What follows belongs to an exercise in optimizing a design on an open flow for small area, a short achievable clock period and few clock cycles; a production flow would make more cautious choices.
Function was checked by simulation only, so behaviour that the tests miss may differ from the original.
No activity file was given, so power comes from the tool's default toggle rates.

**design/flow/flow/run.sh**
```bash
#!/bin/bash
# Layout flow: the standard ORFS flow with these changes:
#  - repair_timing keeps a setup margin, so paths are sized and buffered
#    past the clock period, and may resize cells to other footprints;
#  - ports are buffered with buf_1 cells.
set -e -o pipefail
export SETUP_SLACK_MARGIN=7.6
export BUFFER_PORTS_ARGS="-buffer_cell sky130_fd_sc_hd__buf_1"
bash standard.sh MATCH_CELL_FOOTPRINT=0 finish 2>&1 | tee standard_flow.log
```
**design/flow/constraint.sdc**
```tcl
create_clock -name core_clock -period 11.0 [get_ports {clk}]
set_input_delay 2.2000 -clock core_clock [delete_from_list [all_inputs] [get_ports {clk}]]
set_output_delay 2.2000 -clock core_clock [all_outputs]
set_load 0.01 [all_outputs]
```
**design/flow/config.mk**
```make
export PLATFORM = sky130hd
export DESIGN_NAME = gfig_rx
export DESIGN_NICKNAME = gfig_rx
export VERILOG_FILES = /design/flow/design.v
export SDC_FILE = /design/flow/constraint.sdc
export NUM_CORES = 4
export LEC_CHECK = 0
export ABC_CLOCK_PERIOD_IN_PS = 3000
export CAP_MARGIN = 20
export CORE_MARGIN = 2
export CORE_UTILIZATION = 70
export CTS_CLUSTER_DIAMETER = 80
export CTS_CLUSTER_SIZE = 26
export PLACE_DENSITY = 0.8
export SLEW_MARGIN = 20
```
**design/flow/standard.sh**
```bash
#!/bin/bash
# synth_recipe.tcl (not shown) runs the flow's synth.tcl, then flattens the netlist and writes it again
# the make line also repeats each setting of config.mk as NAME=value (left out here)
make -C /OpenROAD-flow-scripts/flow DESIGN_CONFIG=/design/flow/config.mk WORK_HOME=/design/flow/orfs CLKGATE_MAP_FILE= SYNTH_SCRIPT=/design/flow/synth_recipe.tcl "${@:-finish}"
```
**design/flow/design.v**
```verilog
module gfig_rx (
    input  wire         clk,
    input  wire         rst,         
    input  wire         in_valid,
    input  wire [7:0]   in_data,
    input  wire         in_last,
    output wire         in_ready,
    output reg          rep_valid,
    output reg  [2:0]   rep_code,
    output reg  [279:0] rep_data
);
    localparam [7:0] M0 = 8'hB2;
    localparam [7:0] M1 = 8'hA1;
    localparam [7:0] VERSION = 8'h01;
    localparam [2:0] R_UNKNOWN   = 3'd4;
    localparam [2:0] R_MALFORMED = 3'd5;
    localparam [2:0] R_STORM     = 3'd6;
    localparam integer D  = 35;        
    localparam integer AW = 6;
    localparam [1:0] P_HUNT = 2'd0;    
    localparam [1:0] P_FRM  = 2'd1;    
    localparam [1:0] P_UNKW = 2'd2;    
    localparam [1:0] P_SKIP = 2'd3;    
    localparam [15:0] CRC_MAGIC = 16'hC0AB;
    function [15:0] crc_byte;
        input [15:0] c;
        input [7:0]  d;
        integer j;
        reg [15:0] r;
        begin
            r = c ^ {d, 8'h00};
            for (j = 0; j < 8; j = j + 1)
                r = r[15] ? ((r << 1) ^ 16'h1021) : (r << 1);
            crc_byte = r;
        end
    endfunction
    reg       rdy;
    reg       iv, il;
    reg [7:0] id;
    assign in_ready = rdy;
    always @(posedge clk) begin
        id <= in_data;
        il <= in_last;
    end
    reg [8:0]    fm [0:D-1];           
    reg [AW-1:0] wp, rp;
    reg [AW:0]   tot;                  
    reg [AW:0]   avail;                
    reg [5:1]    a_ge;                 
    reg       hbv;                     
    reg [7:0] hb;
    reg       hf;                      
    reg       h_b2, h_a1, h_known, h_v01, h_him;
    wire [8:0] fo = fm[rp];
    always @(posedge clk) begin
        if (iv)
            fm[wp] <= {il, id};
    end
    reg [1:0]  st;
    reg        prev_b2;      
    reg [5:0]  k;            
    reg        fk2, fk3;     
    reg        fpay;         
    reg        fklo, fkend;  
    reg [1:0]  ty;           
    reg [15:0] crc;
    reg        ver_ok;
    reg        v_b2;         
    reg        t_b2, t_a1;   
    reg        lo_ok;        
    reg [3:0]  sl;           
    reg [3:0]  inv;
    reg        storm_pend;
    wire consume = hbv && a_ge[1] && (st != P_UNKW);
    wire ld      = (!hbv || consume) && (hbv ? (tot >= 2) : (tot != 0));    
    wire [3:0] sl1 = sl[3] ? 4'd8 : sl + 4'd1;
    reg [5:0] k_lo1, k_lastf;
    always @* begin
        case (ty)
            2'd1:    begin k_lo1 = 6'd13; k_lastf = 6'd12; end
            2'd2:    begin k_lo1 = 6'd61; k_lastf = 6'd38; end
            default: begin k_lo1 = 6'd11; k_lastf = 6'd11; end
        endcase
    end
    reg gate;
    always @* begin
        case (sl[2:0])
            3'd4: gate = a_ge[4];
            3'd5: gate = a_ge[3];
            3'd6: gate = a_ge[2];
            3'd7: gate = a_ge[1];
            default: gate = a_ge[5];
        endcase
        if (sl[3]) gate = 1'b1;
    end
    wire [AW:0] tot_n   = tot + iv - consume;
    wire [AW:0] avail_n = (iv && il) ? tot_n : avail - consume;
    integer q;
    reg fire, fire_now;
    reg  clr_r;
    wire in_frm = consume && (st == P_FRM);
    wire pay_wr = in_frm && fpay;
    wire [7:0] pd = hb & {8{~clr_r}};
    always @(posedge clk) begin
        for (q = 0; q < 35; q = q + 1)
            if (clr_r || (pay_wr && k == q + 4))
                rep_data[8*q +: 8] <= pd;
    end
    wire up = iv && !consume;
    wire dn = !iv && consume;
    reg  rdy_n;
    always @* begin
        case ({rdy, up, dn})
            3'b010:  rdy_n = tot <= D - 2;
            3'b001:  rdy_n = tot <= D;
            3'b110:  rdy_n = tot <= D - 3;
            3'b101:  rdy_n = tot <= D - 1;
            3'b100:  rdy_n = tot <= D - 2;
            default: rdy_n = tot <= D - 1;
        endcase
    end
    reg [5:1] a_ge_n;
    always @* begin
        for (q = 1; q <= 5; q = q + 1) begin
            if (iv && il)
                a_ge_n[q] = up ? (tot >= q - 1) : dn ? (tot >= q + 1) : (tot >= q);
            else if (consume)
                a_ge_n[q] = (q == 5) ? (avail >= 6) : a_ge[q + 1];
            else
                a_ge_n[q] = a_ge[q];
        end
    end
    reg fin, fin_ok, fin_storm;
    always @(posedge clk) begin
        if (rst) begin
            rdy <= 1'b0; iv <= 1'b0;
            wp <= 0; rp <= 0; tot <= 0; avail <= 0; a_ge <= 5'd0;
            hbv <= 1'b0;
            st <= P_HUNT; prev_b2 <= 1'b0; sl <= 4'd0; inv <= 4'd0;
            storm_pend <= 1'b0;
            rep_valid <= 1'b0;
            clr_r <= 1'b0;
            fin <= 1'b0; fin_storm <= 1'b0;
        end else begin
            iv  <= in_valid & rdy;
            rdy <= rdy_n;
            if (iv) wp <= (wp == D-1) ? 0 : wp + 1'b1;
            if (ld) rp <= (rp == D-1) ? 0 : rp + 1'b1;
            tot   <= tot_n;
            avail <= avail_n;
            a_ge  <= a_ge_n;
            if (ld) begin
                hbv     <= 1'b1;
                hb      <= fo[7:0];
                hf      <= fo[8];
                h_b2    <= (fo[7:0] == M0);
                h_a1    <= (fo[7:0] == M1);
                h_known <= (fo[7:0] == 8'h01) || (fo[7:0] == 8'h02) || (fo[7:0] == 8'h03);
                h_v01   <= (fo[7:0] == VERSION);
                h_him   <= (fo[7:0] == crc[15:8]);
            end else if (consume) begin
                hbv <= 1'b0;
            end
            rep_valid  <= 1'b0;
            storm_pend <= 1'b0;
            clr_r      <= 1'b0;
            fin        <= 1'b0;
            fin_storm  <= 1'b0;
            if (storm_pend) begin
                rep_valid <= 1'b1;
                rep_code  <= R_STORM;
            end
            if (fin) begin
                rep_valid  <= 1'b1;
                rep_code   <= fin_ok ? {1'b0, ty} : R_MALFORMED;
                storm_pend <= fin_storm;
            end
            fire = 1'b0;
            fire_now = 1'b0;
            if (st == P_UNKW) begin
                if (gate) fire = 1'b1;
            end else if (consume) begin
                sl <= sl1;
                case (st)
                    P_HUNT: begin
                        if (prev_b2 && h_a1) begin
                            st   <= P_FRM;
                            k    <= 6'd2;
                            fk2  <= 1'b1; fk3 <= 1'b0; fpay <= 1'b0;
                            fklo <= 1'b0; fkend <= 1'b0;
                            crc  <= CRC_MAGIC;
                            clr_r <= 1'b1;
                            if (hf && sl1[3]) sl <= 4'd2;
                        end
                        prev_b2 <= h_b2;
                    end
                    P_FRM: begin
                        k     <= k + 6'd1;
                        fk2   <= 1'b0;
                        fk3   <= fk2;
                        fpay  <= fk3 || (fpay && (k != k_lastf));
                        fklo  <= !fk2 && !fk3 && (k == k_lo1);
                        fkend <= fklo;
                        if (fk2) begin
                            ver_ok <= h_v01;
                            v_b2   <= h_b2;
                            crc    <= crc_byte(crc, hb);
                            if (hf && sl1[3]) sl <= 4'd3;
                        end else if (fk3) begin
                            t_b2 <= h_b2;
                            t_a1 <= h_a1;
                            if (h_known) begin
                                ty  <= hb[1:0];
                                crc <= crc_byte(crc, hb);
                            end else if (gate) begin
                                fire = 1'b1;
                                fire_now = 1'b1;
                            end else begin
                                st <= P_UNKW;
                            end
                        end else if (fkend) begin
                            fin    <= 1'b1;
                            fin_ok <= ver_ok && lo_ok && h_him;
                            sl <= 4'd0;
                            st <= P_HUNT;
                            prev_b2 <= 1'b0;
                            if (ver_ok && lo_ok && h_him) begin
                                inv <= 4'd0;
                            end else begin
                                clr_r <= 1'b1;
                                if (inv == 4'd10) begin
                                    inv <= 4'd0;
                                    fin_storm <= 1'b1;
                                    if (!hf) begin
                                        st <= P_SKIP;
                                        sl <= 4'd8;
                                    end
                                end else begin
                                    inv <= inv + 4'd1;
                                end
                            end
                        end else if (fklo) begin
                            lo_ok <= (hb == crc[7:0]);
                        end else begin
                            crc <= crc_byte(crc, hb);
                        end
                    end
                    P_SKIP: begin
                        if (hf && sl1[3]) begin
                            st <= P_HUNT;
                            prev_b2 <= 1'b0;
                            sl <= 4'd0;
                        end
                    end
                    default: ;
                endcase
            end
            if (fire) begin
                rep_valid <= 1'b1;
                rep_code  <= R_UNKNOWN;
                if (inv == 4'd10) begin
                    inv <= 4'd0;
                    storm_pend <= 1'b1;
                    prev_b2 <= 1'b0;
                    if (fire_now && hf && sl1[3]) begin
                        st <= P_HUNT;
                        sl <= 4'd0;
                    end else begin
                        st <= P_SKIP;
                        sl <= fire_now ? sl1 : sl;
                    end
                end else begin
                    inv <= inv + 4'd1;
                    sl  <= 4'd3;
                    if (v_b2 && (fire_now ? h_a1 : t_a1)) begin
                        st   <= P_FRM;
                        k    <= 6'd2;
                        fk2  <= 1'b1; fk3 <= 1'b0; fpay <= 1'b0;
                        fklo <= 1'b0; fkend <= 1'b0;
                        crc  <= CRC_MAGIC;
                        clr_r <= 1'b1;
                    end else begin
                        st <= P_HUNT;
                        prev_b2 <= fire_now ? h_b2 : t_b2;
                    end
                end
            end
        end
    end
endmodule
```
==> out/results.tsv, run 1 <==
metric	value	unit
p_leak	9.70	nW
dp_hpwl	42100	microns
slew_violations	0	
clkPwrFrac	25.2	%
ys_warn_count	1	
final_cell_mix	647 x edfxtp_1, 293 x buf_1, 123 x nor2_1, 85 x nand2_1, 68 x mux2i_1	
initial_core_util	71.4	%
area_growth	10.2	%
cp-start-kind	flop	
via_per_inst	6.44	
skew	0.0302	ns
end_kind	primary output	
drv_cap	0	
synth_top_area_share	70.1	%
grt_max_degree	61	
rsz0062_at_grt	yes	
cts-hold-fix-buffers	0	
yosysTopAreaCell	edfxtp_1	
nFillCells	2164	
hold_class	flop to flop	
clockBufferDepth	3	
coreArea	38800	sq um
numCtsBuffers	35	
tritoncts	yes	
comb_power_share	19.3	%
grtUsageTotal	32.2	%
grt_pass1_wl	98000	microns
powerDensity	189	nW/um^2
synth_area_leaders	edfxtp_1 70%, dfxtp_1 4.7%, mux4_2 4.2%	
crit_required	8.80	ns
critPathMaxStageDelay	0.37	ns
ir_worst_vdd	171	uV
dieArea	41200	sq um
rows	72	
crit_type	flop to primary output	
arrival	1.18	ns
switching_share	27.6	%
root_buffer	clkbuf_16	
path_cells	buf_1	
synth_cells	1672	
antenna_found_initial	0	
clk_pin_slew	0.10	ns
port_buffers	296	
holdWs	0.468	ns
cp_num_buf_inv	1	
period_share	30.7	%
synth-edff-count	647	
final_antenna_net_count	0	
drc	0	
cts_max_level	2	
vias	16200	
crit_fanout	1	
p_int	0.00418	W
layout-drive-gt1-share	8.87	%
max_freq	296	MHz
layout_commonest_cell	edfxtp_1	
yosysSeqAreaShare	74.8	%
multiInputGateArea	6550	sq um
slew_headroom	21.7	%
overflow	0	
status	timing/DRC/antenna clean	
drt_pass1_iterations	6	
n_antenna_cell	0	
clk_latency	0.58	ns
ys_ff_latch	712	
switchingPower	0.00159	W
crit_slowest_cell	edfxtp_1	
hold_violations	0	
setup_tns	0	ns
tightestPinTransition	1.17	ns
synth_area	27700	sq um
postSynthAreaPerCell	16.6	sq um
timing.final.crit_period	3.38	ns
synth_nets	1727	
drt-total-wl	65000	microns
cts.sinks	712	
finalNetCount	2032	
cpLargestDelayFamily	flip-flops	
synth_cell_types	73	
io_pins	297	
register_area	20700	sq um
fp.dieW	203	microns
drt-initial-drc-count	1917	
wl_per_cell	25.8	microns
fp.dieH	203	microns
ys.flop_type	edfxtp_1	
p_seq_share	55.5	%
setup_viol	0	
grt_pass1_vias	15700	
fin_util	78.7	%
gp_congestion	0.939	
async_flop_share	0	%
layout make-up:
class,count,share of cell area [%]
Clock inverter,7,0.291
Inverter,47,0.589
Timing Repair Buffer,327,4.50
Multi-Input combinational cell,853,21.4
Timing Repair inverter,1,0.0246
Tap cell,518,2.12
Sequential cell,712,67.9
Clock buffer,48,3.16
per-layer routing:
metal	global-route usage (%)	vias up	routed length (microns)
met5	0	-	0
met4	13.3	0	2710
met3	3.71	160	5220
met2	54.5	984	32900
met1	43.3	8039	24100
li1	-	7009	-
flip-flops by register name, summed over array words and instances, names as in the netlist, 2 cells and up, named ones only:
signal    count
a_ge          5
avail         7
crc          16
fm          315
hb            8
id            8
inv           4
k             6
rep_code      3
rep_data    280
rp            6
sl            4
st            2
tot           7
ty            2
wp            6
logic make-up (layout without fill, tap and decap cells):
logic type,after synthesis,count (layout),share of synthesized area [%]
buffers and inverters,107,430,1.90
flip-flops,712,712,74.8
adder cells (fa/ha/maj),43,43,1.97
multiplexers,121,121,6.76
AO/OA/AOI/OAI,263,263,6.26
XOR/XNOR,66,66,2.09
AND/OR/NAND/NOR,360,360,6.26
cells in the mapped netlist, drive strengths merged, types with 35 or more instances:
cell type / count
a22oi: 41
nand2: 85
xnor2: 35
mux2i: 69
mux4: 52
o21bai: 38
nor2: 125
ha: 42
nand3: 35
dfxtp: 65
edfxtp: 647
a21oi: 58
inv: 46
o21ai: 46
worst paths after layout:
path | start | end | slack (ns) | cells past startpoint
max | rep_data[59] | rep_data[59] | 7.62 | 1
min reg2reg | inv[3] | inv[3] | 0.47 | 1
min | inv[3] | inv[3] | 0.47 | 1
max reg2reg | flop | h_b2 | 7.67 | 9
power by group through the flow:
stage	clock network [W]	logic [W]	registers [W]
after floorplan	0	0.000816	0.00324
after global placement	0	0.00107	0.00326
after detailed placement	0	0.00109	0.00326
after CTS	0.00147	0.00110	0.00320
after global routing	0.00155	0.00121	0.00321
final	0.00146	0.00111	0.00321
per-stage QoR:
stage	cell area (sq um)	power, W	std cells	setup WS [ns]
global placement	29300	0.00433	2448	6.79
floorplan	27700	0.00405	1672	7.76
CTS	30500	0.00577	2504	7.51
global route	30600	0.00597	2513	7.59
detailed placement	29300	0.00436	2448	6.75
finish	30600	0.00578	2513	7.62
what timing repair did:
action | in CTS | in global routing
setup endpoints to repair | 273 | 186
cloned | 1 | 0
buffers inserted | 0 | 8
resized for setup | 17 | 8
Testbench counts, summed over its fixed seeds: cycles 186,711.
==> run 2: changes to the inputs <==
--- a/design/flow/config.mk
+++ b/design/flow/config.mk
@@ -9,7 +9,7 @@
 export CAP_MARGIN = 20
 export CORE_MARGIN = 2
-export CORE_UTILIZATION = 70
+export CORE_UTILIZATION = 75
 export CTS_CLUSTER_DIAMETER = 80
 export CTS_CLUSTER_SIZE = 26
-export PLACE_DENSITY = 0.8
+export PLACE_DENSITY = 0.85
 export SLEW_MARGIN = 20
==> run 2 against run 1 <==
Compared with the run above: flip-flop and latch count did not move; still clean on timing, DRC and antenna; total power down 1.8%; largest power group unchanged; non-clock buffer count down 4; largest cell class unchanged; critical path type unchanged.
==> out/results.tsv, run 2 <==
metric	value	unit
nFillCells	1703	
synth_cell_types	73	
timing.final.crit_period	3.46	ns
synth_area_leaders	edfxtp_1 70%, dfxtp_1 4.7%, mux4_2 4.2%	
fp.dieH	196	microns
clk_latency	0.62	ns
ir_worst_vdd	194	uV
tritoncts	yes	
port_buffers	296	
synth-edff-count	647	
dp_hpwl	43200	microns
tightestPinTransition	1.12	ns
switching_share	27.4	%
final_antenna_net_count	0	
crit_required	8.80	ns
p_int	0.00412	W
clk_pin_slew	0.10	ns
grtUsageTotal	33.8	%
grt_pass1_wl	96400	microns
min_to	ver_ok	
skew	0.0167	ns
largest-register	fm	
vias	16300	
multiInputGateArea	6530	sq um
end_kind	primary output	
ys.flop_type	edfxtp_1	
status	timing/DRC/antenna clean	
max_freq	289	MHz
yosysSeqAreaShare	74.8	%
largest_register_ffs	315	
crit_fanout	1	
cp_num_buf_inv	1	
cts-hold-fix-buffers	0	
arrival	1.26	ns
antenna_found_initial	0	
drv_cap	0	
p_seq_share	56.8	%
r2r_end	h_b2	
cpLargestDelayFamily	flip-flops	
gp_congestion	0.882	
hold_class	flop to flop	
drc	0	
synth_area	27700	sq um
initial_core_util	75.9	%
ys_warn_count	1	
critPathMaxStageDelay	0.47	ns
cts_max_level	1	
comb_power_share	20.0	%
slew_headroom	25.0	%
overflow	0	
holdCritStartpoint	h_v01	
crit_slowest_cell	edfxtp_1	
rows	70	
n_antenna_cell	0	
synth.most_common_cell	edfxtp_1	
area_growth	9.62	%
grt_pass1_vias	15600	
hold_violations	0	
finalNetCount	2025	
p_leak	9.68	nW
wl_per_cell	26.3	microns
setup_tns	0	ns
clkPwrFrac	23.2	%
postSynthAreaPerCell	16.6	sq um
numCtsBuffers	31	
reg2reg_depth	9	
period_share	31.5	%
switchingPower	0.00155	W
grt_max_degree	51	
top_regs	fm: 315 flops, rep_data: 280 flops, crc: 16 flops	
r2r_slack	7.82	ns
via_per_inst	6.62	
synth_nets	1727	
drt_pass1_iterations	6	
register_area	20700	sq um
final_cell_mix	647 x edfxtp_1, 261 x buf_1, 123 x nor2_1, 85 x nand2_1, 68 x mux2i_1	
slew_violations	0	
synth_cells	1672	
drt-initial-drc-count	2163	
drt-total-wl	64900	microns
io_pins	297	
cp-start-kind	flop	
root_buffer	clkbuf_16	
synth_top_area_share	70.1	%
layout-drive-gt1-share	9.73	%
fp.dieW	196	microns
cts.sinks	712	
yosysTopAreaCell	edfxtp_1	
ys_ff_latch	712	
dieArea	38500	sq um
async_flop_share	0	%
powerDensity	187	nW/um^2
synth_common_cells	647 x edfxtp_1, 125 x nor2_1, 85 x nand2_1	
path_cells	clkbuf_2	
fin_util	83.2	%
clockBufferDepth	3	
coreArea	36500	sq um
layout_commonest_cell	edfxtp_1	
crit_type	flop to primary output	
rsz0062_at_grt	yes	
whs_path_depth	0	
setup_viol	0	
-- run 2: cell counts after synthesis --
Identical to the previous run, type by type.
-- run 2: kinds of logic after synthesis --
group	Yosys count	synth area share (%)
compound gates	263	6.26
buf+inv	107	1.90
flops	712	74.8
mux	121	6.76
xor+xnor	66	2.09
fa+ha+maj	43	1.97
simple gates	360	6.26
-- run 2: routing by layer --
metal / track usage (%) / part of all wire (%) / routed length (microns) / up-vias
met4: 13.4 / 4.7 / 3030 / 0
met2: 58.9 / 52 / 33400 / 1114
met1: 43.7 / 35 / 22800 / 7986
met3: 4.57 / 8.7 / 5610 / 191
met5: 0 / 0 / 0 / -
li1: - / - / - / 7012
-- run 2: per-stage QoR --
stage          power [W]  instances  setup slack [ns]  hold slack [ns]  area [sq um]
2_1_floorplan    0.00405       1672              7.76            0.400         27700
3_3_place_gp     0.00432       2394              6.80            0.404         29200
3_5_place_dp     0.00436       2395              6.73            0.427         29300
4_1_cts          0.00565       2455              7.52            0.449         30200
5_1_grt          0.00585       2462              7.53            0.454         30400
6_report         0.00567       2462              7.54            0.443         30400
-- run 2: timing repair --
action | in CTS | in global routing
endpoints found under the hold margin | 0 | 0
endpoints found under the setup margin | 216 | 136
buffers inserted | 1 | 7
cloned | 2 | 0
pin swaps | 0 | 0
gates resized for setup | 26 | 31
-- run 2: layout make-up --
class,instances,share of cell area [%]
clock buffers,55,2.96
repair inverters,2,0.0412
repair buffers,323,4.67
multi-input cells,853,21.5
clock inverters,2,0.0453
inverters,47,0.605
well taps,468,1.93
flip-flops and latches,712,68.3
-- run 2: worst max path at each step --
stage / start / end / slack, ns / depth (start not counted)
2_1_floorplan: rst / h_a1 / 7.76 / 3
3_3_place_gp: rst / wp[1] / 6.80 / 5
3_5_place_dp: rst / wp[1] / 6.73 / 5
4_1_cts: st[0] / avail[6] / 7.52 / 16
5_1_grt: rep_data[109] / rep_data[109] / 7.53 / 1
6_report: rep_data[109] / rep_data[109] / 7.54 / 1
-- run 2: power by group through the flow --
stage	Combinational [W]	Clock, W	Sequential [W]
floorplan	0.000816	0	0.00324
global placement	0.00102	0	0.00330
detailed placement	0.00105	0	0.00331
CTS	0.00109	0.00133	0.00323
global route	0.00121	0.00141	0.00323
finish	0.00113	0.00132	0.00322
==> run 3: changes to the inputs <==
==> design/flow/config.mk (replaced) <==
export PLATFORM = sky130hd
export DESIGN_NAME = gfig_rx
export DESIGN_NICKNAME = gfig_rx
export VERILOG_FILES = /design/flow/design.v
export SDC_FILE = /design/flow/constraint.sdc
export NUM_CORES = 4
export LEC_CHECK = 0
export ABC_CLOCK_PERIOD_IN_PS = 2000
export CAP_MARGIN = 20
export CORE_MARGIN = 2
export CORE_UTILIZATION = 65
export CTS_CLUSTER_DIAMETER = 80
export CTS_CLUSTER_SIZE = 26
export PLACE_DENSITY = 0.75
export SLEW_MARGIN = 20
==> run 3 against run 2 <==
Compared with the run above: still clean on timing, DRC and antenna; clock skew up 0.029 ns; utilization fell by 11 points; cell count rose by 2.9%; worst setup slack gained 0.093 ns; maximum frequency up 2.7%; die area increased by 15%; register-to-register slack worse by 0.05 ns; first-iteration DRC count down 22%; via count decreased by 1.8%; flip-flop and latch count unchanged; highest routed layer unchanged.
==> out/results.tsv, run 3 <==
metric	value	unit
dp_cells	2467	
crit_required	8.80	ns
tritoncts	yes	
synth_area	27700	sq um
top_regs	fm: 315 flops, rep_data: 280 flops, crc: 16 flops	
area_growth	10.2	%
crit_fanout	1	
timing.final.crit_period	3.37	ns
async_flop_share	0	%
drt-initial-drc-count	1697	
synth-edff-count	647	
wl_per_cell	25.3	microns
largest_register_ffs	315	
nFillCells	2603	
finalPower	0.00580	W
cp_num_buf_inv	1	
final_cell_count_no_fill	2533	
synth.most_common_cell	edfxtp_1	
p_leak	9.66	nW
largest-register	fm	
worst_slack	7.63	ns
hold_violations	0	
synth_common_cells	647 x edfxtp_1, 125 x nor2_1, 85 x nand2_1	
initial_core_util	65.9	%
slew_headroom	25.5	%
fp.dieW	211	microns
coreArea	42000	sq um
ys_ff_latch	712	
slew_violations	0	
via_per_inst	6.32	
antenna_found_initial	0	
layout_commonest_cell	edfxtp_1	
clk_latency	0.61	ns
n_antenna_cell	0	
period_share	30.6	%
ys_warn_count	1	
powerDensity	190	nW/um^2
skew	0.0455	ns
final_antenna_net_count	0	
io_pins	297	
synth_nets	1727	
drt_pass1_iterations	5	
postSynthAreaPerCell	16.6	sq um
path_cells	buf_1	
overflow	0	
crit_slowest_cell	edfxtp_1	
yosysSeqAreaShare	74.8	%
grtUsageTotal	29.0	%
clk_pin_slew	0.09	ns
synth_area_leaders	edfxtp_1 70%, dfxtp_1 4.7%, mux4_2 4.2%	
tightestPinTransition	1.11	ns
synth_top_area_share	70.1	%
dp_hpwl	42400	microns
root_buffer	clkbuf_16	
grt_max_degree	56	
cts_max_level	2	
crit_type	flop to primary output	
cpLargestDelayFamily	flip-flops	
ir_worst_vdd	202	uV
numCtsBuffers	35	
gp_congestion	0.849	
cts.sinks	712	
rsz0062_at_grt	yes	
synth_cells	1672	
ys.flop_type	edfxtp_1	
end_kind	primary output	
status	timing/DRC/antenna clean	
rows	75	
yosysTopAreaCell	edfxtp_1	
finalNetCount	2027	
setup_tns	0	ns
cp-start-kind	flop	
cts-hold-fix-buffers	0	
max_freq	297	MHz
final_cell_mix	647 x edfxtp_1, 289 x buf_1, 121 x nor2_1, 85 x nand2_1, 68 x mux2i_1	
drc	0	
clockBufferDepth	3	
vias	16000	
synth_cell_types	73	
setup_viol	0	
dieArea	44300	sq um
arrival	1.17	ns
critPathMaxStageDelay	0.34	ns
post-place-ws	6.69	ns
grt_pass1_vias	15400	
drt-total-wl	64200	microns
fp.dieH	211	microns
layout-drive-gt1-share	8.68	%
hold_class	flop to flop	
drv_cap	0	
port_buffers	296	
grt_pass1_wl	95100	microns
-- run 3: cell counts after synthesis --
No cell type changed its count.
-- run 3: area by class of cell --
cell class / instances / area (sq um) / share of cell area [%]
clock buffer: 50 / 975 / 3.19
clock inverter: 9 / 103 / 0.336
inverter: 47 / 180 / 0.590
multi-input combinational: 853 / 6530 / 21.4
sequential: 712 / 20700 / 67.9
tap: 539 / 674 / 2.21
timing repair buffer: 322 / 1350 / 4.41
timing repair inverter: 1 / 7.51 / 0.0246
-- run 3: tightest hold or removal path: stages (launching register included) --
cell and delay [ns]:
dfxtp_1 0.31, nand2_1 0.05, a21oi_1 0.06
-- run 3: final timing paths --
check,start,cells past startpoint,slack [ns],endpoint
worst max-delay path,rep_data[251],1,7.63,rep_data[251]
worst min-delay path,fin_storm,2,0.45,storm_pend
worst max register to register,flop,10,7.77,h_b2
worst min register to register,fin_storm,2,0.45,storm_pend
-- run 3: per-stage QoR --
stage	utilization (%)	instance area, sq um	hold slack [ns]
after global routing	72.7	30600	0.482
final	72.7	30600	0.449
after detailed placement	69.8	29400	0.443
after CTS	72.5	30500	0.448
after global placement	69.8	29400	0.439
after floorplan	-	27700	0.400
-- run 3: metal layers --
metal  up-vias  GRT usage [%]  part of all wire, %
met1      8050           38.4                   39
met2       825           50.1                   51
met5         -              0                    0
met3       116           3.59                  7.1
li1       7014              -                    -
met4         0           10.3                  3.2
-- run 3: cell families (layout without fill, tap and decap cells) --
kind of cell               after synthesis  in the layout  synth area share (%)
AOI/OAI and AO/OA                      263            263                  6.26
xor gates and xnor gates                66             66                  2.09
adders and majority gates               43             43                  1.97
buffers and inverters                  107            429                  1.90
DFF                                    712            712                  74.8
muxes                                  121            121                  6.76
and+or+nand+nor                        360            360                  6.26
-- run 3: timing repair --
action                     4_1_cts  5_1_grt
setup buffers                    1        5
gates resized for setup          9       11
pin swaps                        0        1
setup endpoints to repair      159       90
gates cloned                     1        0
-- run 3: where the power goes --
part           internal (W)  total (W)  switching, W
sequential          0.00313    0.00323      0.000103
clock              0.000642    0.00147      0.000824
combinational      0.000418    0.00110      0.000679
==> run 4: changes to the inputs <==
--- a/design/flow/config.mk
+++ b/design/flow/config.mk
@@ -6,5 +6,4 @@
 export NUM_CORES = 4
 export LEC_CHECK = 0
-export ABC_CLOCK_PERIOD_IN_PS = 2000
 export CAP_MARGIN = 20
 export CORE_MARGIN = 2
==> run 4 against run 3 <==
Compared with the run above: still clean on timing, DRC and antenna; worst hold slack stayed put; first-iteration DRC count is the same; clock-buffer cell count is the same; combinational power is essentially flat; die area is the same.
==> out/results.tsv, run 4 <==
metric	value	unit
status	timing/DRC/antenna clean	
crit_required	8.80	ns
io_pins	297	
drc	0	
postSynthAreaPerCell	16.6	sq um
drv_cap	0	
timing.final.crit_period	3.37	ns
critPathMaxStageDelay	0.34	ns
tritoncts	yes	
cpLargestDelayFamily	flip-flops	
setup_viol	0	
cp-start-kind	flop	
drt-total-wl	64200	microns
tightestPinTransition	1.11	ns
dieArea	44300	sq um
worst_slack	7.63	ns
top_regs	fm: 315 flops, rep_data: 280 flops, crc: 16 flops	
drt-initial-drc-count	1697	
dp_hpwl	42400	microns
ys_warn_count	1	
synth_cell_types	73	
synth.most_common_cell	edfxtp_1	
via_per_inst	6.32	
multiInputGateArea	6530	sq um
cts_max_level	2	
max_freq	297	MHz
synth_area	27700	sq um
post-place-ws	6.69	ns
crit_slowest_cell	edfxtp_1	
register_area	20700	sq um
synth_common_cells	647 x edfxtp_1, 125 x nor2_1, 85 x nand2_1	
final_antenna_net_count	0	
p_leak	9.66	nW
hold_class	flop to flop	
clk_pin_slew	0.09	ns
initial_core_util	65.9	%
yosysTopAreaCell	edfxtp_1	
area_growth	10.2	%
synth_area_leaders	edfxtp_1 70%, dfxtp_1 4.7%, mux4_2 4.2%	
rsz0062_at_grt	yes	
gp_congestion	0.849	
drt_pass1_iterations	5	
hold_violations	0	
crit_fanout	1	
clk_latency	0.61	ns
ir_worst_vdd	202	uV
port_buffers	296	
layout-drive-gt1-share	8.68	%
final_cell_mix	647 x edfxtp_1, 289 x buf_1, 121 x nor2_1, 85 x nand2_1, 68 x mux2i_1	
wl_per_cell	25.3	microns
largest_register_ffs	315	
crit_type	flop to primary output	
arrival	1.17	ns
ys.flop_type	edfxtp_1	
powerDensity	190	nW/um^2
n_antenna_cell	0	
overflow	0	
period_share	30.6	%
slew_violations	0	
rows	75	
cp_num_buf_inv	1	
layout_commonest_cell	edfxtp_1	
slew_headroom	25.5	%
end_kind	primary output	
grt_pass1_wl	95100	microns
synth_top_area_share	70.1	%
cts.sinks	712	
fp.dieW	211	microns
finalPower	0.00580	W
synth_nets	1727	
clockBufferDepth	3	
setup_tns	0	ns
synth_cells	1672	
async_flop_share	0	%
largest-register	fm	
root_buffer	clkbuf_16	
cts-hold-fix-buffers	0	
grt_max_degree	56	
fp.dieH	211	microns
synth-edff-count	647	
yosysSeqAreaShare	74.8	%
grtUsageTotal	29.0	%
antenna_found_initial	0	
finalNetCount	2027	
vias	16000	
ys_ff_latch	712	
coreArea	42000	sq um
skew	0.0455	ns
numCtsBuffers	35	
nFillCells	2603	
grt_pass1_vias	15400	
path_cells	buf_1	
run 4: cell counts in the layout (fill, tap and decap cells not counted):
No cell type changed its count.
run 4: kinds of logic (layout without fill, tap and decap cells):
group                    count (synthesis)  count (layout)  share of synthesized area, %
AO/OA/AOI/OAI                          263             263                          6.26
XOR/XNOR                                66              66                          2.09
adder cells (fa/ha/maj)                 43              43                          1.97
buffers and inverters                  107             429                          1.90
flip-flops                             712             712                          74.8
multiplexers                           121             121                          6.76
AND/OR/NAND/NOR                        360             360                          6.26
run 4: stage by stage:
step                utilization [%]  hold slack, ns  area (sq um)  std cells
CTS                            72.5           0.448         30500       2528
floorplan                         -           0.400         27700       1672
finish                         72.7           0.449         30600       2533
global placement               69.8           0.439         29400       2467
detailed placement             69.8           0.443         29400       2467
global route                   72.7           0.482         30600       2533
run 4: path summary, 6_finish.rpt:
kind | depth (start not counted) | slack [ns] | endpoint | start
hold / removal | 2 | 0.45 | storm_pend | fin_storm
setup reg to reg | 10 | 7.77 | h_b2 | flop
setup / recovery | 1 | 7.63 | rep_data[251] | rep_data[251]
hold reg to reg | 2 | 0.45 | storm_pend | fin_storm
run 4: where the power goes:
| group | internal, W | switching (W) | leakage [nW] |
|---|---|---|---|
| clock network | 0.000642 | 0.000824 | 0.516 |
| registers | 0.00313 | 0.000103 | 6.37 |
| logic | 0.000418 | 0.000679 | 2.77 |
| total | 0.00419 | 0.00161 | 9.66 |
run 4: cell type report:
| class | instances | area share [%] |
|---|---|---|
| timing repair buffer | 322 | 4.41 |
| clock buffer | 50 | 3.19 |
| tap | 539 | 2.21 |
| multi-input combinational | 853 | 21.4 |
| sequential | 712 | 67.9 |
| clock inverter | 9 | 0.336 |
| timing repair inverter | 1 | 0.0246 |
| inverter | 47 | 0.590 |
run 4: metal layers:
metal,vias up,track usage [%],routed length (microns)
li1,7014,-,-
met1,8050,38.4,24700
met2,825,50.1,32800
met3,116,3.59,4590
met4,0,10.3,2030
met5,-,0,0
run 4: what timing repair did:
item	4_1_cts	5_1_grt
gates resized for setup	9	11
buffers inserted	1	5
endpoints found under the setup margin	159	90
pin swaps	0	1
cloned	1	0
==> run 5: changes to the inputs <==
--- a/design/flow/flow/run.sh
+++ b/design/flow/flow/run.sh
@@ -6,4 +6,5 @@
 set -e -o pipefail
 export SETUP_SLACK_MARGIN=7.6
+export CTS_ARGS="-sink_clustering_enable -repair_clock_nets -sink_clustering_size 26 -sink_clustering_max_diameter 80 -wire_unit 60"
 export BUFFER_PORTS_ARGS="-buffer_cell sky130_fd_sc_hd__buf_1"
 bash standard.sh MATCH_CELL_FOOTPRINT=0 finish 2>&1 | tee standard_flow.log
--- a/design/flow/config.mk
+++ b/design/flow/config.mk
@@ -6,4 +6,5 @@
 export NUM_CORES = 4
 export LEC_CHECK = 0
+export ABC_CLOCK_PERIOD_IN_PS = 3000
 export CAP_MARGIN = 20
 export CORE_MARGIN = 2
==> run 5 against run 4 <==
Compared with the run above: still clean; clock power barely moved; non-clock buffer count increased by 1; critical path depth unchanged; global-route usage shrank 0.27 points; maximum frequency up 0.53%; first-iteration DRC count shrank 2.2%; worst hold slack hardly changed; synthesized cell count stayed put; utilization barely moved; critical path type unchanged; largest cell class unchanged.
==> out/results.tsv, run 5 <==
metric	value	unit
cts-hold-fix-buffers	0	
largest-register	fm	
synth_cells	1672	
layout_commonest_cell	edfxtp_1	
synth_top_area_share	70.1	%
final_area	30600	sq um
cp_num_buf_inv	1	
max_freq	298	MHz
nFillCells	2601	
period_share	30.5	%
finalNetCount	2028	
n_antenna_cell	0	
clk_latency	0.56	ns
register_area	20700	sq um
overflow	0	
ys_ff_latch	712	
ys.flop_type	edfxtp_1	
synth_area	27700	sq um
synth.most_common_cell	edfxtp_1	
powerDensity	190	nW/um^2
clk_pin_slew	0.09	ns
synth_common_cells	647 x edfxtp_1, 125 x nor2_1, 85 x nand2_1	
arrival	1.15	ns
layout-drive-gt1-share	8.42	%
synth_nets	1727	
clockBufferDepth	3	
p_leak	9.66	nW
via_per_inst	6.31	
rsz0062_at_grt	yes	
hold_class	flop to flop	
drc	0	
root_buffer	clkbuf_16	
final_antenna_net_count	0	
skew	0.0361	ns
cpLargestDelayFamily	flip-flops	
yosysTopAreaCell	edfxtp_1	
ir_worst_vdd	202	uV
critPathMaxStageDelay	0.33	ns
synth_cell_types	73	
dieArea	44300	sq um
dp_hpwl	42400	microns
port_buffers	296	
use_met2	50.2	%
drt_pass1_iterations	5	
numCtsBuffers	35	
grt-busiest-layer	met2	
grt_pass1_wl	95100	microns
crit_type	flop to primary output	
vias	16000	
drt-initial-drc-count	1659	
multiInputGateArea	6530	sq um
crit_slowest_cell	edfxtp_1	
crit_fanout	1	
crit_required	8.80	ns
cts.sinks	712	
coreArea	42000	sq um
grt_pass1_vias	15400	
grtUsageMet3	3.67	%
final_cell_mix	647 x edfxtp_1, 295 x buf_1, 121 x nor2_1, 85 x nand2_1, 68 x mux2i_1	
cts_max_level	2	
drt-total-wl	64200	microns
wl_per_cell	25.3	microns
cp-start-kind	flop	
rows	75	
timing.final.crit_period	3.35	ns
setup_viol	0	
grt_max_degree	56	
yosysSeqAreaShare	74.8	%
io_pins	297	
end_kind	primary output	
postSynthAreaPerCell	16.6	sq um
ys_warn_count	1	
area_growth	10.3	%
status	timing/DRC/antenna clean	
synth_area_leaders	edfxtp_1 70%, dfxtp_1 4.7%, mux4_2 4.2%	
slew_violations	0	
fp.dieH	211	microns
fp.dieW	211	microns
initial_core_util	65.9	%
slew_headroom	24.9	%
hold_violations	0	
tightestPinTransition	1.12	ns
grtUsageTotal	28.7	%
async_flop_share	0	%
tritoncts	yes	
setup_tns	0	ns
path_cells	buf_1	
antenna_found_initial	0	
finalPower	0.00580	W
gp_congestion	0.849	
top_regs	fm: 315 flops, rep_data: 280 flops, crc: 16 flops	
drv_cap	0	
place_area	29400	sq um
synth-edff-count	647	
met1_usage	38.1	%
largest_register_ffs	315	
[run 5: cell counts after synthesis]
No cell type changed its count.
[run 5: metal layers]
metal  part of all wire (%)  wire, microns
met1                     38          24400
met4                    3.1           1980
met5                      0              0
met3                    7.5           4800
met2                     51          33000
[run 5: report_power, final]
part / total [W] / leakage (nW) / switching, W / internal [W]
clock: 0.00146 / 0.516 / 0.000813 / 0.000642
combinational: 0.00112 / 2.77 / 0.000693 / 0.000426
sequential: 0.00323 / 6.37 / 0.0000963 / 0.00313
[run 5: cells by family (layout without fill, tap and decap cells)]
family	count (synthesis)	count (layout)	share of synthesized area, %
flops	712	712	74.8
simple gates	360	360	6.26
compound gates	263	263	6.26
mux	121	121	6.76
buf+inv	107	430	1.90
xor+xnor	66	66	2.09
fa+ha+maj	43	43	1.97
[run 5: through the flow]
step                      cells  worst slack, ns  hold slack (ns)  util, %
after CTS                  2528             7.61            0.448     72.5
after floorplan            1672             7.76            0.400        -
after global routing       2534             7.52            0.482     72.7
final                      2534             7.65            0.449     72.7
after detailed placement   2467             6.69            0.443     69.8
after global placement     2467             6.76            0.439     69.8
[run 5: final cells by class]
cell class | count | area share (%)
sequential | 712 | 67.8
multi-input combinational | 853 | 21.4
timing repair buffer | 323 | 4.46
clock buffer | 50 | 3.19
tap | 539 | 2.21
inverter | 47 | 0.589
clock inverter | 9 | 0.336
timing repair inverter | 1 | 0.0246
[run 5: worst paths after layout]
check | startpoint | endpoint | slack (ns) | cells after the start
max reg2reg | flop | h_b2 | 7.76 | 10
min reg2reg | fin_storm | storm_pend | 0.45 | 2
max | rep_data[220] | rep_data[220] | 7.65 | 1
min | fin_storm | storm_pend | 0.45 | 2
[run 5: repair_timing]
item	4_1_cts	5_1_grt
cloned	1	0
setup endpoints to repair	170	92
resized for setup	7	6
setup buffers	1	6
endpoints found under the hold margin	0	0
pin swaps	0	1
==> run 6: changes to the inputs <==
--- a/design/flow/flow/run.sh
+++ b/design/flow/flow/run.sh
@@ -6,5 +6,5 @@
 set -e -o pipefail
 export SETUP_SLACK_MARGIN=7.6
-export CTS_ARGS="-sink_clustering_enable -repair_clock_nets -sink_clustering_size 26 -sink_clustering_max_diameter 80 -wire_unit 60"
+export CTS_ARGS="-sink_clustering_enable -repair_clock_nets -sink_clustering_size 26 -sink_clustering_max_diameter 80 -wire_unit 150"
 export BUFFER_PORTS_ARGS="-buffer_cell sky130_fd_sc_hd__buf_1"
 bash standard.sh MATCH_CELL_FOOTPRINT=0 finish 2>&1 | tee standard_flow.log
==> run 6 against run 5 <==
Compared with the run above: register-to-register slack got worse by 0.06 ns; synthesized area did not move; still clean; design area is 0.84% higher; clock skew increased by 0.0024 ns; via count up 0.16%; die area is the same; highest routed layer unchanged.
==> out/results.tsv, run 6 <==
metric	value	unit
end_kind	primary output	
synth_cells	1672	
status	timing/DRC/antenna clean	
synth_top_area_share	70.1	%
hold_class	flop to flop	
io_pins	297	
via_per_inst	6.32	
top_regs	fm: 315 flops, rep_data: 280 flops, crc: 16 flops	
cp-start-kind	flop	
hold_violations	0	
postSynthAreaPerCell	16.6	sq um
final_area	30800	sq um
final_cell_mix	647 x edfxtp_1, 164 x clkbuf_2, 121 x nor2_1, 114 x buf_1, 85 x nand2_1	
synth_common_cells	647 x edfxtp_1, 125 x nor2_1, 85 x nand2_1	
crit_required	8.80	ns
fp.dieW	211	microns
drt-initial-drc-count	1689	
cpLargestDelayFamily	flip-flops	
drc	0	
cp_num_buf_inv	1	
antenna_found_initial	0	
slew_violations	0	
drt_pass1_iterations	5	
ir_worst_vdd	201	uV
largest_register_ffs	315	
dp_hpwl	42400	microns
setup_tns	0	ns
clkPwrFrac	25.7	%
fp.dieH	211	microns
finalNetCount	2025	
area_growth	11.2	%
max_freq	287	MHz
synth_cell_types	73	
numCtsBuffers	37	
cts_max_level	2	
period_share	31.6	%
crit_fanout	1	
cts-hold-fix-buffers	0	
rows	75	
timing.final.crit_period	3.48	ns
grt_max_degree	56	
comb_power_share	18.7	%
crit_slowest_cell	edfxtp_1	
final_cell_count_no_fill	2530	
initial_core_util	65.9	%
root_buffer	clkbuf_16	
path_cells	clkbuf_2	
cts.sinks	712	
vias	16000	
n_antenna_cell	0	
dp_cells	2467	
p_seq_share	55.5	%
tightestPinTransition	1.11	ns
grt_pass1_vias	15500	
arrival	1.28	ns
switchingPower	0.00160	W
clk_latency	0.67	ns
synth-edff-count	647	
switching_share	27.5	%
grt_pass1_wl	95000	microns
yosysSeqAreaShare	74.8	%
p_leak	10.2	nW
synth_nets	1727	
place_area	29400	sq um
powerDensity	189	nW/um^2
async_flop_share	0	%
ys.flop_type	edfxtp_1	
ys_ff_latch	712	
port_buffers	296	
critPathMaxStageDelay	0.45	ns
tritoncts	yes	
ys_warn_count	1	
grtUsageTotal	28.6	%
dieArea	44300	sq um
drt-total-wl	64600	microns
wl_per_cell	25.5	microns
layout_commonest_cell	edfxtp_1	
coreArea	42000	sq um
setup_viol	0	
clockBufferDepth	4	
p_int	0.00422	W
slew_headroom	25.6	%
final_antenna_net_count	0	
drv_cap	0	
rsz0062_at_grt	yes	
largest-register	fm	
synth.most_common_cell	edfxtp_1	
skew	0.0385	ns
synth_area	27700	sq um
layout-drive-gt1-share	17.3	%
clk_pin_slew	0.10	ns
crit_type	flop to primary output	
yosysTopAreaCell	edfxtp_1	
synth_area_leaders	edfxtp_1 70%, dfxtp_1 4.7%, mux4_2 4.2%	
overflow	0	
gp_congestion	0.849	
## run 6: cell counts after synthesis
Identical to the previous run, type by type.
## run 6: stage by stage
| step | hold slack [ns] | setup WS [ns] | util, % | total power [W] |
|---|---|---|---|---|
| 2_1_floorplan | 0.400 | 7.76 | - | 0.00405 |
| 5_1_grt | 0.482 | 7.45 | 73.3 | 0.00602 |
| 4_1_cts | 0.448 | 7.55 | 72.9 | 0.00583 |
| 3_5_place_dp | 0.443 | 6.69 | 69.8 | 0.00436 |
| 6_report | 0.449 | 7.52 | 73.3 | 0.00582 |
| 3_3_place_gp | 0.439 | 6.76 | 69.8 | 0.00434 |
## run 6: worst paths after layout
kind | from | endpoint | slack [ns] | cells after the start
worst max-delay path | rep_data[261] | rep_data[261] | 7.52 | 1
worst min-delay path | fin_storm | storm_pend | 0.45 | 2
worst max register to register | flop | h_b2 | 7.70 | 10
worst min register to register | fin_storm | storm_pend | 0.45 | 2
## run 6: cells by family (layout without fill, tap and decap cells)
family | count (synthesis) | count (layout) | share of synthesized area (%)
muxes | 121 | 121 | 6.76
and+or+nand+nor | 360 | 360 | 6.26
AOI/OAI and AO/OA | 263 | 263 | 6.26
DFF | 712 | 712 | 74.8
xor gates and xnor gates | 66 | 66 | 2.09
adders and majority gates | 43 | 43 | 1.97
buffers and inverters | 107 | 426 | 1.90
## run 6: metal layers
layer	routed length, microns	up-vias	global-route usage (%)
li1	-	7013	-
met1	24300	7949	38.3
met2	33100	902	49.9
met3	4960	138	3.10
met4	2170	0	9.47
met5	0	-	0
## run 6: cell type report
cell class | instances | area (sq um)
repair inverters | 1 | 7.51
clock inverters | 8 | 93.8
well taps | 539 | 674
flip-flops and latches | 712 | 20700
multi-input cells | 853 | 6530
inverters | 47 | 180
repair buffers | 318 | 1580
fillers | 2608 | 11200
clock buffers | 52 | 1020
## run 6: repair_timing
| action | CTS | global route |
|---|---|---|
| buffers inserted | 1 | 1 |
| setup endpoints to repair | 218 | 281 |
| resized for setup | 108 | 119 |
| cloned | 1 | 0 |
## run 6: power by group through the flow
| stage | combinational [W] | sequential (W) | clock (W) |
|---|---|---|---|
| global route | 0.00118 | 0.00324 | 0.00159 |
| floorplan | 0.000816 | 0.00324 | 0 |
| CTS | 0.00109 | 0.00323 | 0.00151 |
| detailed placement | 0.00105 | 0.00331 | 0 |
| global placement | 0.00103 | 0.00331 | 0 |
| finish | 0.00109 | 0.00323 | 0.00150 |
==> run 7: changes to the inputs <==
--- a/design/flow/flow/run.sh
+++ b/design/flow/flow/run.sh
@@ -6,5 +6,4 @@
 set -e -o pipefail
 export SETUP_SLACK_MARGIN=7.6
-export CTS_ARGS="-sink_clustering_enable -repair_clock_nets -sink_clustering_size 26 -sink_clustering_max_diameter 80 -wire_unit 150"
 export BUFFER_PORTS_ARGS="-buffer_cell sky130_fd_sc_hd__buf_1"
 bash standard.sh MATCH_CELL_FOOTPRINT=0 finish 2>&1 | tee standard_flow.log
==> run 7 against run 6 <==
Compared with the run above: non-clock buffer count grew 4; cell count up 0.12%; wire length down 0.62%; highest routed layer unchanged; total power fell by 0.47%; worst setup slack gained 0.11 ns; utilization down 0.65 points; still clean on timing, DRC and antenna; first-iteration DRC count grew 0.47%; largest cell class unchanged; die area did not move; critical path depth is the same; largest power group unchanged; clock skew rose by 0.0070 ns.
==> out/results.tsv, run 7 <==
metric	value	unit
crit_fanout	1	
layout-drive-gt1-share	8.68	%
hold_class	flop to flop	
n_antenna_cell	0	
period_share	30.6	%
crit_type	flop to primary output	
tritoncts	yes	
post-place-ws	6.69	ns
postSynthAreaPerCell	16.6	sq um
clk_pin_slew	0.09	ns
final_antenna_net_count	0	
hold_violations	0	
synth_top_area_share	70.1	%
synth_area	27700	sq um
setup_viol	0	
numCtsBuffers	35	
timing.final.crit_period	3.37	ns
io_pins	297	
end_kind	primary output	
dieArea	44300	sq um
register_area	20700	sq um
rows	75	
p_leak	9.66	nW
antenna_found_initial	0	
root_buffer	clkbuf_16	
synth-edff-count	647	
ys_ff_latch	712	
tightestPinTransition	1.11	ns
drv_cap	0	
skew	0.0455	ns
ir_worst_vdd	202	uV
drt-initial-drc-count	1697	
yosysTopAreaCell	edfxtp_1	
slew_headroom	25.5	%
synth_area_leaders	edfxtp_1 70%, dfxtp_1 4.7%, mux4_2 4.2%	
coreArea	42000	sq um
crit_required	8.80	ns
dp_hpwl	42400	microns
powerDensity	190	nW/um^2
fp.dieH	211	microns
setup_tns	0	ns
arrival	1.17	ns
drt_pass1_iterations	5	
grt_pass1_wl	95100	microns
area_growth	10.2	%
max_freq	297	MHz
synth_nets	1727	
cpLargestDelayFamily	flip-flops	
top_regs	fm: 315 flops, rep_data: 280 flops, crc: 16 flops	
via_per_inst	6.32	
largest_register_ffs	315	
cts_max_level	2	
worst_slack	7.63	ns
path_cells	buf_1	
finalNetCount	2027	
dp_cells	2467	
cp_num_buf_inv	1	
slew_violations	0	
synth_cells	1672	
async_flop_share	0	%
grtUsageTotal	29.0	%
cp-start-kind	flop	
critPathMaxStageDelay	0.34	ns
fp.dieW	211	microns
ys.flop_type	edfxtp_1	
status	timing/DRC/antenna clean	
grt_pass1_vias	15400	
overflow	0	
vias	16000	
grt_max_degree	56	
initial_core_util	65.9	%
largest-register	fm	
drc	0	
drt-total-wl	64200	microns
final_cell_mix	647 x edfxtp_1, 289 x buf_1, 121 x nor2_1, 85 x nand2_1, 68 x mux2i_1	
nFillCells	2603	
wl_per_cell	25.3	microns
synth_common_cells	647 x edfxtp_1, 125 x nor2_1, 85 x nand2_1	
ys_warn_count	1	
crit_slowest_cell	edfxtp_1	
clk_latency	0.61	ns
layout_commonest_cell	edfxtp_1	
multiInputGateArea	6530	sq um
gp_congestion	0.849	
rsz0062_at_grt	yes	
cts.sinks	712	
final_cell_count_no_fill	2533	
clockBufferDepth	3	
synth.most_common_cell	edfxtp_1	
yosysSeqAreaShare	74.8	%
port_buffers	296	
synth_cell_types	73	
run 7: changes by cell type in the layout (fill, tap and decap cells not counted):
cell	before	now
buf_6	9	2
buf_2	11	0
clkbuf_2	164	7
buf_4	18	22
clkbuf_16	39	37
buf_1	114	289
inv_6	2	3
run 7: cell type report:
class | instances | area share, %
tap | 539 | 2.21
clock inverter | 9 | 0.336
clock buffer | 50 | 3.19
inverter | 47 | 0.590
timing repair buffer | 322 | 4.41
multi-input combinational | 853 | 21.4
sequential | 712 | 67.9
timing repair inverter | 1 | 0.0246
run 7: repair_timing:
| item | CTS | global route |
|---|---|---|
| setup buffers | 1 | 5 |
| pin swaps | 0 | 1 |
| hold buffers | 0 | 0 |
| endpoints found under the setup margin | 159 | 90 |
| endpoints found under the hold margin | 0 | 0 |
| gates resized for setup | 9 | 11 |
| gates cloned | 1 | 0 |
run 7: where the power goes:
part / switching [W] / total [W] / internal (W)
clock: 0.000824 / 0.00147 / 0.000642
combinational: 0.000679 / 0.00110 / 0.000418
sequential: 0.000103 / 0.00323 / 0.00313
run 7: final timing paths:
kind | start | end | slack [ns] | depth (start not counted)
min | fin_storm | storm_pend | 0.45 | 2
max | rep_data[251] | rep_data[251] | 7.63 | 1
max reg2reg | flop | h_b2 | 7.77 | 10
min reg2reg | fin_storm | storm_pend | 0.45 | 2
run 7: cell families after synthesis:
kind of cell | after synthesis | share of synthesized area [%]
DFF | 712 | 74.8
AOI/OAI and AO/OA | 263 | 6.26
adders and majority gates | 43 | 1.97
and+or+nand+nor | 360 | 6.26
muxes | 121 | 6.76
buffers and inverters | 107 | 1.90
xor gates and xnor gates | 66 | 2.09
run 7: stage by stage:
stage	hold WS, ns	instance area, sq um	power [W]	util [%]
after global routing	0.482	30600	0.00599	72.7
final	0.449	30600	0.00580	72.7
after CTS	0.448	30500	0.00580	72.5
after global placement	0.439	29400	0.00434	69.8
after detailed placement	0.443	29400	0.00436	69.8
after floorplan	0.400	27700	0.00405	-
run 7: routing by layer:
layer / part of all wire, % / global-route usage [%] / wire length (microns) / vias to the layer above
met5: 0 / 0 / 0 / -
met4: 3.2 / 10.3 / 2030 / 0
met3: 7.1 / 3.59 / 4590 / 116
met2: 51 / 50.1 / 32800 / 825
met1: 39 / 38.4 / 24700 / 8050
li1: - / - / - / 7014
==> run 8: changes to the inputs <==
--- a/design/flow/flow/run.sh
+++ b/design/flow/flow/run.sh
@@ -5,5 +5,5 @@
 #  - ports are buffered with buf_1 cells.
 set -e -o pipefail
-export SETUP_SLACK_MARGIN=7.6
+export SETUP_SLACK_MARGIN=7.8
 export BUFFER_PORTS_ARGS="-buffer_cell sky130_fd_sc_hd__buf_1"
 bash standard.sh MATCH_CELL_FOOTPRINT=0 finish 2>&1 | tee standard_flow.log
==> run 8 against run 7 <==
Compared with the run above: maximum frequency shrank 1.8%; total power shrank 0.46%; design area grew 1.5%; wire length grew 1.6%; first-iteration DRC count shrank 15%; register-to-register slack gained 0.16 ns; clock-buffer cell count shrank 5; sequential power is essentially flat; global-route usage shrank 0.31 points; non-clock buffer count grew 3; cell count shrank 0.16%; worst hold slack gained 0.027 ns.
==> out/results.tsv, run 8 <==
metric	value	unit
crit_fanout	1	
drt_pass1_iterations	5	
slew_headroom	25.3	%
clk_pin_slew	0.10	ns
layout-drive-gt1-share	23.2	%
ys_warn_count	1	
hold_class	flop to flop	
period_share	31.2	%
largest_register_ffs	315	
powerDensity	186	nW/um^2
gp_congestion	0.861	
hold_violations	0	
final_antenna_net_count	0	
synth_top_area_share	70.1	%
rows	75	
finalPower	0.00577	W
p_leak	10.5	nW
area_growth	11.9	%
place_area	29300	sq um
timing.final.crit_period	3.43	ns
setup_viol	0	
fp.dieH	211	microns
cts-hold-fix-buffers	0	
top_regs	fm: 315 flops, rep_data: 280 flops, crc: 16 flops	
layout_commonest_cell	edfxtp_1	
cts.sinks	712	
setup_tns	0	ns
reg2reg_depth	8	
yosysSeqAreaShare	74.8	%
r2r_end	rep_data[12]	
drt-total-wl	65200	microns
synth_common_cells	647 x edfxtp_1, 125 x nor2_1, 85 x nand2_1	
vias	15900	
synth_cell_types	73	
r2r-start	st[0]	
numCtsBuffers	34	
rsz0062_at_grt	yes	
max_freq	292	MHz
final_cell_mix	647 x edfxtp_1, 234 x clkbuf_2, 123 x nor2_1, 85 x nand2_1, 68 x mux2i_1	
status	timing/DRC/antenna clean	
synth.most_common_cell	edfxtp_1	
async_flop_share	0	%
end_kind	primary output	
antenna_found_initial	0	
crit_required	8.80	ns
wl_per_cell	25.8	microns
yosysTopAreaCell	edfxtp_1	
synth_nets	1727	
grt_pass1_wl	94200	microns
final_area	31000	sq um
crit_slowest_cell	edfxtp_1	
dieArea	44300	sq um
clockBufferDepth	3	
cp_num_buf_inv	1	
coreArea	42000	sq um
via_per_inst	6.30	
fin_util	73.8	%
drv_cap	0	
cp-start-kind	flop	
largest-register	fm	
tritoncts	yes	
skew	0.0312	ns
r2r_slack	7.93	ns
synth-edff-count	647	
tightestPinTransition	1.12	ns
overflow	0	
grt_max_degree	51	
io_pins	297	
dp_hpwl	41800	microns
root_buffer	clkbuf_16	
drt-initial-drc-count	1436	
crit_type	flop to primary output	
path_cells	clkbuf_2	
initial_core_util	65.9	%
grt_pass1_vias	15100	
cpLargestDelayFamily	flip-flops	
ys.flop_type	edfxtp_1	
synth_area_leaders	edfxtp_1 70%, dfxtp_1 4.7%, mux4_2 4.2%	
ir_worst_vdd	199	uV
whs_path_depth	0	
min_to	ver_ok	
drc	0	
cts_max_level	2	
synth_cells	1672	
port_buffers	296	
nFillCells	2611	
arrival	1.23	ns
slew_violations	0	
synth_area	27700	sq um
holdCritStartpoint	h_v01	
critPathMaxStageDelay	0.46	ns
ys_ff_latch	712	
finalNetCount	2029	
postSynthAreaPerCell	16.6	sq um
grtUsageTotal	28.7	%
clk_latency	0.59	ns
n_antenna_cell	0	
fp.dieW	211	microns
==> run 8: per-layer routing <==
metal	vias up	GRT usage (%)	wire length (microns)
met3	121	4.53	5220
met4	0	10.2	2080
met1	7995	38.1	24600
met2	810	48.8	33300
li1	7016	-	-
met5	-	0	0
==> run 8: final cells by class <==
class / count / area [sq um] / area share [%]
flip-flops and latches: 712 / 20700 / 66.9
clock inverters: 7 / 82.6 / 0.266
multi-input cells: 853 / 6620 / 21.4
well taps: 539 / 674 / 2.17
clock buffers: 45 / 923 / 2.98
inverters: 47 / 180 / 0.581
repair inverters: 1 / 7.51 / 0.0242
repair buffers: 325 / 1780 / 5.75
==> run 8: how the worst max path moves through the flow <==
stage | start | to | slack (ns) | depth (start not counted)
floorplan | st[0] | avail[6] | 7.81 | 18
detailed placement | rst | wp[1] | 6.76 | 5
global route | rep_data[103] | rep_data[103] | 7.56 | 1
CTS | rep_data[28] | rep_data[28] | 7.61 | 1
finish | rep_data[103] | rep_data[103] | 7.57 | 1
global placement | rst | wp[1] | 6.79 | 5
==> run 8: per-stage QoR <==
step	std cells	hold WS (ns)	setup WS [ns]
2_1_floorplan	1672	0.400	7.81
3_3_place_gp	2467	0.439	6.79
3_5_place_dp	2467	0.446	6.76
4_1_cts	2525	0.460	7.61
5_1_grt	2529	0.489	7.56
6_report	2529	0.476	7.57
==> run 8: repair_timing <==
item,4_1_cts,5_1_grt
setup endpoints to repair,624,449
setup buffers,5,4
pin swaps,0,1
hold endpoints to repair,0,0
resized for setup,246,131
gates cloned,1,0
==> run 8: cell families after synthesis <==
family | after synthesis | synth area share (%)
simple gates | 360 | 6.26
compound gates | 263 | 6.26
mux | 121 | 6.76
flops | 712 | 74.8
fa+ha+maj | 43 | 1.97
buf+inv | 107 | 1.90
xor+xnor | 66 | 2.09
==> run 8: power by group <==
group,internal [W],total (W),switching (W)
sequential,0.00313,0.00323,0.0000947
combinational,0.000430,0.00111,0.000681
clock,0.000628,0.00143,0.000806
==> run 9: changes to the inputs <==
--- a/design/flow/flow/run.sh
+++ b/design/flow/flow/run.sh
@@ -5,5 +5,5 @@
 #  - ports are buffered with buf_1 cells.
 set -e -o pipefail
-export SETUP_SLACK_MARGIN=7.8
+export SETUP_SLACK_MARGIN=8.0
 export BUFFER_PORTS_ARGS="-buffer_cell sky130_fd_sc_hd__buf_1"
 bash standard.sh MATCH_CELL_FOOTPRINT=0 finish 2>&1 | tee standard_flow.log
==> run 9 against run 8 <==
Compared with the run above: total power is 1.7% higher; sequential share of layout area is 0.62 points lower; critical path depth stayed put; utilization is 0.69 points higher; clock skew is 0.0027 ns lower; synthesized area stayed put; critical endpoint is now rep_data[17]; wire length is 1.4% lower; via count is 0.36% lower; design area is 0.93% higher; register-to-register slack better by 0.19 ns.
==> out/results.tsv, run 9 <==
metric	value	unit
status	timing/DRC/antenna clean	
setup_tns	0	ns
crit_start	rep_data[17]	
rsz0062_at_grt	yes	
ys.flop_type	edfxtp_1	
synth_cells	1672	
crit_type	flop to primary output	
timing.final.crit_period	3.39	ns
dp_cells	2467	
n_antenna_cell	0	
rows	75	
area_growth	12.9	%
fp.dieH	211	microns
drc	0	
finalNetCount	2042	
crit_fanout	1	
reg2reg_depth	9	
slew_violations	0	
io_pins	297	
max_freq	295	MHz
tightestPinTransition	1.05	ns
cts.sinks	712	
ir_worst_vdd	172	uV
async_flop_share	0	%
gp_congestion	0.889	
path_cells	buf_6	
postSynthAreaPerCell	16.6	sq um
coreArea	42000	sq um
antenna_found_initial	0	
root_buffer	clkbuf_16	
synth_nets	1727	
critPathMaxStageDelay	0.45	ns
layout_commonest_cell	edfxtp_1	
cp-start-kind	flop	
clk_latency	0.59	ns
final_antenna_net_count	0	
cpLargestDelayFamily	flip-flops	
arrival	1.19	ns
hold_violations	0	
largest_register_ffs	315	
end_kind	primary output	
hold_class	flop to flop	
grt_pass1_wl	93900	microns
clockBufferDepth	3	
numCtsBuffers	36	
largest-register	fm	
layout-drive-gt1-share	24.3	%
dieArea	44300	sq um
p_leak	10.7	nW
top_regs	fm: 315 flops, rep_data: 280 flops, crc: 16 flops	
ys_warn_count	1	
synth.most_common_cell	edfxtp_1	
yosysSeqAreaShare	74.8	%
crit_cells	1	
synth_area	27700	sq um
clk_pin_slew	0.10	ns
overflow	0	
port_buffers	296	
crit_end	rep_data[17]	
grt_pass1_vias	15000	
final_cell_count_no_fill	2548	
fp.dieW	211	microns
final_cell_mix	647 x edfxtp_1, 235 x clkbuf_2, 122 x nor2_1, 84 x nand2_1, 68 x mux2i_1	
tritoncts	yes	
period_share	30.8	%
drt-initial-drc-count	1502	
synth_top_area_share	70.1	%
synth_area_leaders	edfxtp_1 70%, dfxtp_1 4.7%, mux4_2 4.2%	
wl_per_cell	25.2	microns
crit_required	8.80	ns
skew	0.0285	ns
grtUsageTotal	28.5	%
cts-hold-fix-buffers	0	
ys_ff_latch	712	
holdWs	0.441	ns
nFillCells	2544	
cts_max_level	2	
crit_slowest_cell	edfxtp_1	
grt_max_degree	55	
dp_hpwl	41500	microns
yosysTopAreaCell	edfxtp_1	
drt_pass1_iterations	6	
powerDensity	187	nW/um^2
cp_num_buf_inv	1	
via_per_inst	6.23	
r2r_end	h_b2	
vias	15900	
synth_cell_types	73	
setup_viol	0	
synth_common_cells	647 x edfxtp_1, 125 x nor2_1, 85 x nand2_1	
slew_headroom	29.8	%
initial_core_util	65.9	%
r2r_slack	8.12	ns
drt-total-wl	64300	microns
synth-edff-count	647	
drv_cap	0	
-- run 9: cell types whose count changed in the layout (fill, tap and decap cells not counted), moves of 3 or more --
cell | previous run | this run
nor4_1 | 8 | 5
clkinv_8 | 0 | 3
buf_1 | 24 | 29
buf_4 | 24 | 31
buf_2 | 27 | 23
nor4_2 | 4 | 7
clkbuf_1 | 9 | 13
dfxtp_2 | 10 | 13
clkbuf_16 | 35 | 38
-- run 9: logic make-up after synthesis --
logic type	synth area share, %
buffers and inverters	1.90
and+or+nand+nor	6.26
adders and majority gates	1.97
xor gates and xnor gates	2.09
muxes	6.76
AOI/OAI and AO/OA	6.26
DFF	74.8
-- run 9: metal layers --
layer / share of wire (%) / track usage (%)
met2: 53 / 49.9
met3: 6.1 / 3.40
met4: 2.3 / 8.21
met5: 0 / 0
met1: 39 / 38.3
-- run 9: per-stage QoR --
step	area, sq um	power, W	utilization (%)	setup slack, ns
2_1_floorplan	27800	0.00406	-	7.95
3_3_place_gp	29400	0.00434	69.9	6.87
3_5_place_dp	29400	0.00436	69.9	6.84
4_1_cts	31000	0.00586	73.8	7.59
5_1_grt	31300	0.00607	74.5	7.59
6_report	31300	0.00587	74.5	7.61
-- run 9: worst reg2reg max path, cell delays in order (launching register included) --
cell,delay (ns)
dfxtp_2,0.33
buf_6,0.42
and2_2,0.47
a22oi_1,0.13
a21oi_1,0.34
nor4_2,0.14
mux2i_1,0.21
nand3_1,0.15
or3_1,0.36
nor4_2,0.13
-- run 9: layout make-up --
cell class	count	area, sq um	area share [%]
timing repair buffer	335	1880	6.02
tap	539	674	2.15
clock inverter	10	141	0.452
multi-input combinational	853	6690	21.4
inverter	47	186	0.595
clock buffer	50	975	3.11
timing repair inverter	2	12.5	0.0400
sequential	712	20700	66.3
-- run 9: how the worst min path moves through the flow --
stage	slack, ns	start	cells after the start	to
6_report	0.44	h_v01	0	ver_ok
5_1_grt	0.46	fin_storm	2	storm_pend
4_1_cts	0.45	fin_storm	2	storm_pend
3_5_place_dp	0.42	h_v01	0	ver_ok
3_3_place_gp	0.41	h_v01	0	ver_ok
2_1_floorplan	0.40	h_v01	0	ver_ok
-- run 9: repair_timing --
| item | in CTS | in global routing |
|---|---|---|
| resized for setup | 250 | 125 |
| gates cloned | 2 | 1 |
| endpoints found under the setup margin | 674 | 401 |
| buffers inserted | 11 | 7 |
| pin swaps | 0 | 3 |
-- run 9: power breakdown --
group	leakage, nW	switching, W	internal [W]
Clock	0.537	0.000839	0.000670
Combinational	3.74	0.000689	0.000451
Sequential	6.38	0.0000901	0.00313
Total	10.7	0.00162	0.00425

re-timing with driven ports:
No port has a modelled driver above. Below, the same layouts with a new extraction and two added sets of constraints.
Step 1: set_driving_cell puts a clkbuf_16 on clk and a buf_2 on each other input, an assumption about the parent block.
Step 2, shift: input delay + t, output delay - t, t = (earliest + latest rising clock arrival at the registers) / 2. This alone moves slack from input paths to output paths.
a / b / c = ideal / step 1 / step 2; a / b = the first two.
| run | shift t [ns] | slack for setup (ns) | hold WS [ns] | worst slew at a driven data input, ns |
|---|---|---|---|---|
| run 1 | 0.625 | 7.623 / 7.566 / 7.271 | 0.468 / 0.468 / 0.468 | 0.03 |
| run 2 | 0.667 | 7.537 / 7.480 / 7.021 | 0.443 / 0.443 / 0.443 | 0.05 |
| run 3 | 0.644 | 7.630 / 7.571 / 7.272 | 0.449 / 0.449 / 0.449 | 0.04 |
| run 4 | 0.644 | 7.630 / 7.571 / 7.272 | 0.449 / 0.449 / 0.449 | 0.04 |
| run 5 | 0.603 | 7.648 / 7.592 / 7.307 | 0.449 / 0.449 / 0.449 | 0.04 |
| run 6 | 0.708 | 7.521 / 7.463 / 7.012 | 0.449 / 0.449 / 0.449 | 0.04 |
| run 7 | 0.644 | 7.630 / 7.571 / 7.272 | 0.449 / 0.449 / 0.449 | 0.04 |
| run 8 | 0.633 | 7.570 / 7.513 / 7.282 | 0.476 / 0.476 / 0.476 | 0.03 |
| run 9 | 0.633 | 7.610 / 7.554 / 7.511 | 0.441 / 0.441 / 0.441 | 0.04 |
After both steps setup and hold are still met in every run listed. For run 2, which loses most, drivers alone change the setup slack by -0.057 ns; drivers and shift together by -0.516 ns.
